From an optimization exercise on the open Yosys and OpenROAD flow, aimed at small area, a short achievable clock period and few clock cycles per item; shortcuts taken in it are not production practice. No run shown here included a check of the RTL's function; only the layout flow was run. Power and IR drop assume default switching activity.

## flow/design.v (module list and top-level ports; edited modules follow where they fit)
// module fir_mac_rhe: 1836 lines
module fir_mac_rhe (
    input  wire        clk,
    input  wire        rst,         
    input  wire        in_valid,
    output wire        in_ready,
    input  wire [31:0] in_coef,
    input  wire [31:0] in_sample,
    input  wire        in_last,
    input  wire [5:0]  in_shift,
    output reg         out_valid,
    output reg  [31:0] out_data
);
  // ...
==> flow/flow/run.sh <==
#!/bin/bash
# Own layout flow: the standard flow (standard synthesis, floorplan,
# placement, CTS, routing) with a tighter setup repair target, so the
# resizer works toward a shorter clock period than the constraint's.
# Each tool's output goes to a log file of its own in this folder.
set -euo pipefail
MARGIN=$(cat flow/margin.txt 2>/dev/null || echo 6)
bash standard.sh synth > synth.log 2>&1
bash standard.sh SETUP_SLACK_MARGIN=$MARGIN floorplan > floorplan.log 2>&1
bash standard.sh SETUP_SLACK_MARGIN=$MARGIN place > place.log 2>&1
bash standard.sh SETUP_SLACK_MARGIN=$MARGIN cts > cts.log 2>&1
bash standard.sh SETUP_SLACK_MARGIN=$MARGIN route > route.log 2>&1
bash standard.sh SETUP_SLACK_MARGIN=$MARGIN finish > finish.log 2>&1
==> flow/flow/margin.txt <==
7
==> flow/standard.sh <==
#!/bin/bash
# synth_recipe.tcl (not shown) runs the flow's synth.tcl, then flattens the netlist and writes it again
# the make line also repeats each setting of config.mk as NAME=value (left out here)
make -C /OpenROAD-flow-scripts/flow DESIGN_CONFIG=/design/flow/config.mk WORK_HOME=/design/flow/orfs CLKGATE_MAP_FILE= SYNTH_SCRIPT=/design/flow/synth_recipe.tcl "${@:-finish}"
==> flow/config.mk <==
export PLATFORM = sky130hd
export DESIGN_NAME = fir_mac_rhe
export DESIGN_NICKNAME = fir_mac_rhe
export VERILOG_FILES = /design/flow/design.v
export SDC_FILE = /design/flow/constraint.sdc
export NUM_CORES = 4
export LEC_CHECK = 0
export ABC_AREA = 1
export CAP_MARGIN = 20
export CORE_MARGIN = 2
export CORE_UTILIZATION = 40
export PLACE_DENSITY = 0.6
export SLEW_MARGIN = 20
==> flow/constraint.sdc <==
create_clock -name core_clock -period 10.0 [get_ports {clk}]
set_input_delay 2.0000 -clock core_clock [delete_from_list [all_inputs] [get_ports {clk}]]
set_output_delay 2.0000 -clock core_clock [all_outputs]
set_load 0.01 [all_outputs]
==> results.cfg, run 1 <==
[drt]
dr.pass1.iters = 10
wl_met2_mm = 67.7
wire_per_inst_um = 27.0
routed.top_layer = met5
wl_met1_mm = 60.1

[yosys]
synthAdderAreaFrac_pct = 24.0
syn-cell-area_um2 = 36900
synthFlopType = dfxtp_1
synth-simple-area-share_pct = 16.2
yosys-top-cells-count = inv_1, nand2_1, xor2_1
muxShareOfSynthArea_pct = 0
synth_compound_area_share_pct = 16.1
synth_nets = 5291

[grt]
use_met3_pct = 15.0
grt_usage_pct = 33.6
gr-usage-met2_pct = 49.7
grt_max_degree = 60

[die]
tap_cells = 1186
num_rows = 111

[power_and_ir_drop]
seq_power_share_pct = 19.3
swShare_pct = 48.2
combPwrFrac_pct = 68.6

[worst_setup_path]
r2r_slack_ns = 6.17
r2r_start = m4_r[1]
worst-path-stages = 9
crit_required_ns = 10.59
crit_end = pp_c37[1]

[layout]
final_common_cell = nand2_1
buf_share_pct = 12.1
layout-drive-gt1-share_pct = 32.1
num_antenna_cells = 2
nNetsFinal = 5536
ff_latch_area_um2 = 7760

[clock_tree]
cts.clk_slew.worst_paths_ns = 0.06
cts_setup_buffers = 224
clk-insertion-delay-late_ns = 0.65

[sta]
rsz0062_at_grt = yes
setup_viol = 0
finalHoldWorstSlack_ns = 0.323
drv_slew = 0
clock.fmax_mhz = 261

[min_path]
whs_path_depth = 0

[outcome]
outcome = complete, no violations

[placement]
placed_cells = 5680
==> inputs of run 2 (changes only) <==
==> flow/flow/margin.txt (replaced) <==
6
==> run 2 against run 1 <==
  * Clock power about the same
  * Register-to-register slack worse by 0.21 ns
  * Power down 20%
  * Sequential share of layout area grew 2.2 points
  * Wire length decreased by 12%
  * Maximum frequency is 5.1% lower
  * Utilization fell by 7.9 points
  * Sequential power shrank 2%
  * Via count decreased by 6.1%
  * Global-route usage fell by 3.6 points
  * Non-clock buffer count decreased by 200
  * Highest routed layer unchanged
==> results.cfg, run 2 <==
[outcome]
outcome = complete, no violations

[yosys]
syn-cell-area_um2 = 36900
synth-simple-area-share_pct = 16.2
synth_top_cell_area_share_pct = 20.3
synth_xor_area_share_pct = 11.2
ys_seq_area_share_pct = 20.3
synth_most_common_cell = inv_1
yosys-top-cells-count = inv_1, nand2_1, xor2_1
ys_warn_count = 1
synth_top_family_by_area = adder cells
synth-edff-count = 0
ys_top_cells_by_area = dfxtp_1, fa_1, xor2_1, inv_1, a221oi_1
yosysTopAreaCell = dfxtp_1
async_flop_share_pct = 0
synthFlopType = dfxtp_1
postSynthAreaPerCell_um2 = 7.83
synth_nets = 5291
synth_compound_area_share_pct = 16.1
muxShareOfSynthArea_pct = 0
ys_ff_latch = 374
synthAdderAreaFrac_pct = 24.0
syn-instance-count = 4715
ys_types = 50

[sta]
tightest_slew_ns = 1.06
maxSlewHeadroom_pct = 28.4
drv_slew = 0
hold_viol = 0
post-route-worst-setup-slack_ns = 5.97
skew_ns = 0.0357
fin_crit_sh_pct = 40.3
rsz0062_at_grt = yes
clock.fmax_mhz = 248
setup_viol = 0
final.min_clock_period_ns = 4.03
fin_tns_setup_ns = 0

[layout]
layout-drive-gt1-share_pct = 12.2
final_common_cell = inv_1
areaGrowthSynthToFinish_pct = 16.4
finalCoreUtilization_pct = 46.9
largest_reg_flops = 76
layout.cells.non_filler = 5949
regMostFlops = acc
final_cell_mix = inv_1, nand2_1, xor2_1, nand3_1, fa_1
nNetsFinal = 5307
reg.largest.list = acc x76, x3_r x33, out_data x32

[die]
ios = 108
die_h_um = 308
die-width_um = 308
core_area_um2 = 91500
die_area_um2 = 94700
start_util_pct = 40.3
num_rows = 111

[drt]
wire_per_inst_um = 24.7
vias = 35800
drc = 0
totalWireLength_mm = 147
ant_nets = 0
drt_first_iter_violations = 5671
viasPerCell = 6.02
dr.pass1.iters = 14

[power_and_ir_drop]
clock_power_share_pct = 15.3
p_leak_uw = 0.0196
powerDensity_nw_per_um2 = 257
combPwrFrac_pct = 61.3
power_uw = 11000
seq_power_share_pct = 23.4
switching_power_uw = 5300
ir_drop_uv = 187
power.internal_uw = 5730
swShare_pct = 48.1

[grt]
globalRouteOverflowTotal = 0
grt_usage_pct = 30.0
grt_max_degree = 60
grt_pass1_wl_mm = 215
grt_pass1_vias = 34300
antenna_found_initial = 2

[clock_tree]
cts.clk_slew.worst_paths_ns = 0.07
cts_sinks = 374
htree_levels = 2
hold_buffers = 0
clk_path_buf_depth = 3
cts-root-buf = clkbuf_16
cts_tree = done
numCtsBuffers = 43
clk-insertion-delay-late_ns = 0.63

[placement]
gp_congestion = 0.991
placed_cells = 5710
dpl.hpwl_mm = 97.5
place_ws_ns = 4.86
port_buffers = 106

[worst_setup_path]
crit_required_ns = 10.50
crit_type = reg2reg
r2r_slack_ns = 5.97
worst-path-max-fanout = 19
r2r_start = neg_r[7]
cp-end-kind = flip-flop
reg2regPathDepth = 10
cp-start-kind = flip-flop
rr_endpoint = pp_c36[1]
cp.arrival_ns = 4.54

[min_path]
whs_path_depth = 0
whs_endpoint = sh1[4]
min_from = sh0[4]
holdCritPathClass = reg2reg

[run]
maxCapViolCount = 0
run 2: layout make-up:
class | instances | area, µm²
Timing Repair inverter | 17 | 110
Sequential cell | 374 | 7610
Tap cell | 1186 | 1480
Clock buffer | 54 | 1200
Timing Repair Buffer | 339 | 3770
Fill cell | 8841 | 48600
Clock inverter | 22 | 313
Antenna cell | 1 | 2.50
Inverter | 771 | 3050
Multi-Input combinational cell | 3185 | 25400
run 2: metrics by stage:
stage	instance area [µm²]	hold slack, ns
floorplan	36900	0.310
global route	43000	0.327
finish	43000	0.320
CTS	41400	0.324
detailed placement	38500	0.312
global placement	38500	0.311
run 2: cell families after synthesis:
family | Yosys count
flops | 374
compound gates | 834
buf+inv | 1156
fa+ha+maj | 502
other cells | 1
xor+xnor | 472
simple gates | 1376
run 2: power by group through the flow:
| stage | clock network (µW) | logic (µW) | registers, µW |
|---|---|---|---|
| finish | 1680 | 6760 | 2590 |
| global route | 1770 | 7710 | 2600 |
| CTS | 1730 | 6530 | 2560 |
| detailed placement | 0 | 6410 | 2580 |
| global placement | 0 | 6270 | 2580 |
| floorplan | 0 | 4760 | 2270 |
run 2: worst max path at each step:
stage | to | start | cells after the start
floorplan | x3_r[27] | in_coef[0] | 17
global placement | x3_r[27] | in_coef[1] | 18
detailed placement | x3_r[27] | in_coef[1] | 18
finish | pp_c36[1] | neg_r[7] | 10
global route | pp_c34[1] | m2_r[6] | 13
CTS | pp_c40[1] | x_r[29] | 12
run 2: critical path, cell delays in order (launching register included):
cell	delay, ns
dfxtp_1	0.32
buf_4	0.41
inv_2	0.43
xor2_1	0.29
ha_1	0.27
fa_1	0.45
fa_1	0.63
inv_1	0.08
fa_1	0.50
inv_1	0.06
fa_1	0.45
run 2: what timing repair did:
| action | in CTS | in global routing |
|---|---|---|
| gates cloned | 22 | 16 |
| gates resized for setup | 208 | 150 |
| endpoints found under the hold margin | 0 | 0 |
| setup buffers | 44 | 80 |
| setup endpoints to repair | 109 | 78 |
| pin swaps | 19 | 33 |
run 2: layer usage:
layer	track usage, %	wire, µm
met4	16.6	12200
met1	37.1	54900
met2	43.0	57900
met5	0.620	146
met3	13.8	22100

port drivers added, routing unchanged:
How much do the figures lean on ideal ports? The routed layouts below were timed once more, with nothing changed but the port constraints.
Step 1 (the two cells are an assumption about what drives the block):
set clk [get_ports {clk}]
set_driving_cell -lib_cell sky130_fd_sc_hd__clkbuf_16 $clk
set_driving_cell -lib_cell sky130_fd_sc_hd__buf_2 [delete_from_list [all_inputs] $clk]
Step 2 adds t to the input delays and takes it off the output delays; t is the mean of the earliest and latest rising clock arrival at the registers after step 1. Input paths then give back, and output paths get back, about the clock's delay inside the block.
Three values: no drivers, after step 1, after step 2; two values: the first two.
| run | t, ns | setup WS [ns] | worst setup path at the end | clock arrival spread, ns | slew at the worst register clock pin (ns) |
|---|---|---|---|---|---|
| run 1 | 0.707 | 6.173 / 6.173 / 5.809 | input to register | 0.016 / 0.016 | 0.07 / 0.07 |
| run 2 | 0.672 | 5.967 / 5.967 / 5.545 | input to register | 0.035 / 0.036 | 0.07 / 0.07 |
After both steps setup and hold are still met in every run listed. For run 2, which loses most, drivers alone change the setup slack by 0.000 ns; drivers and shift together by -0.422 ns.
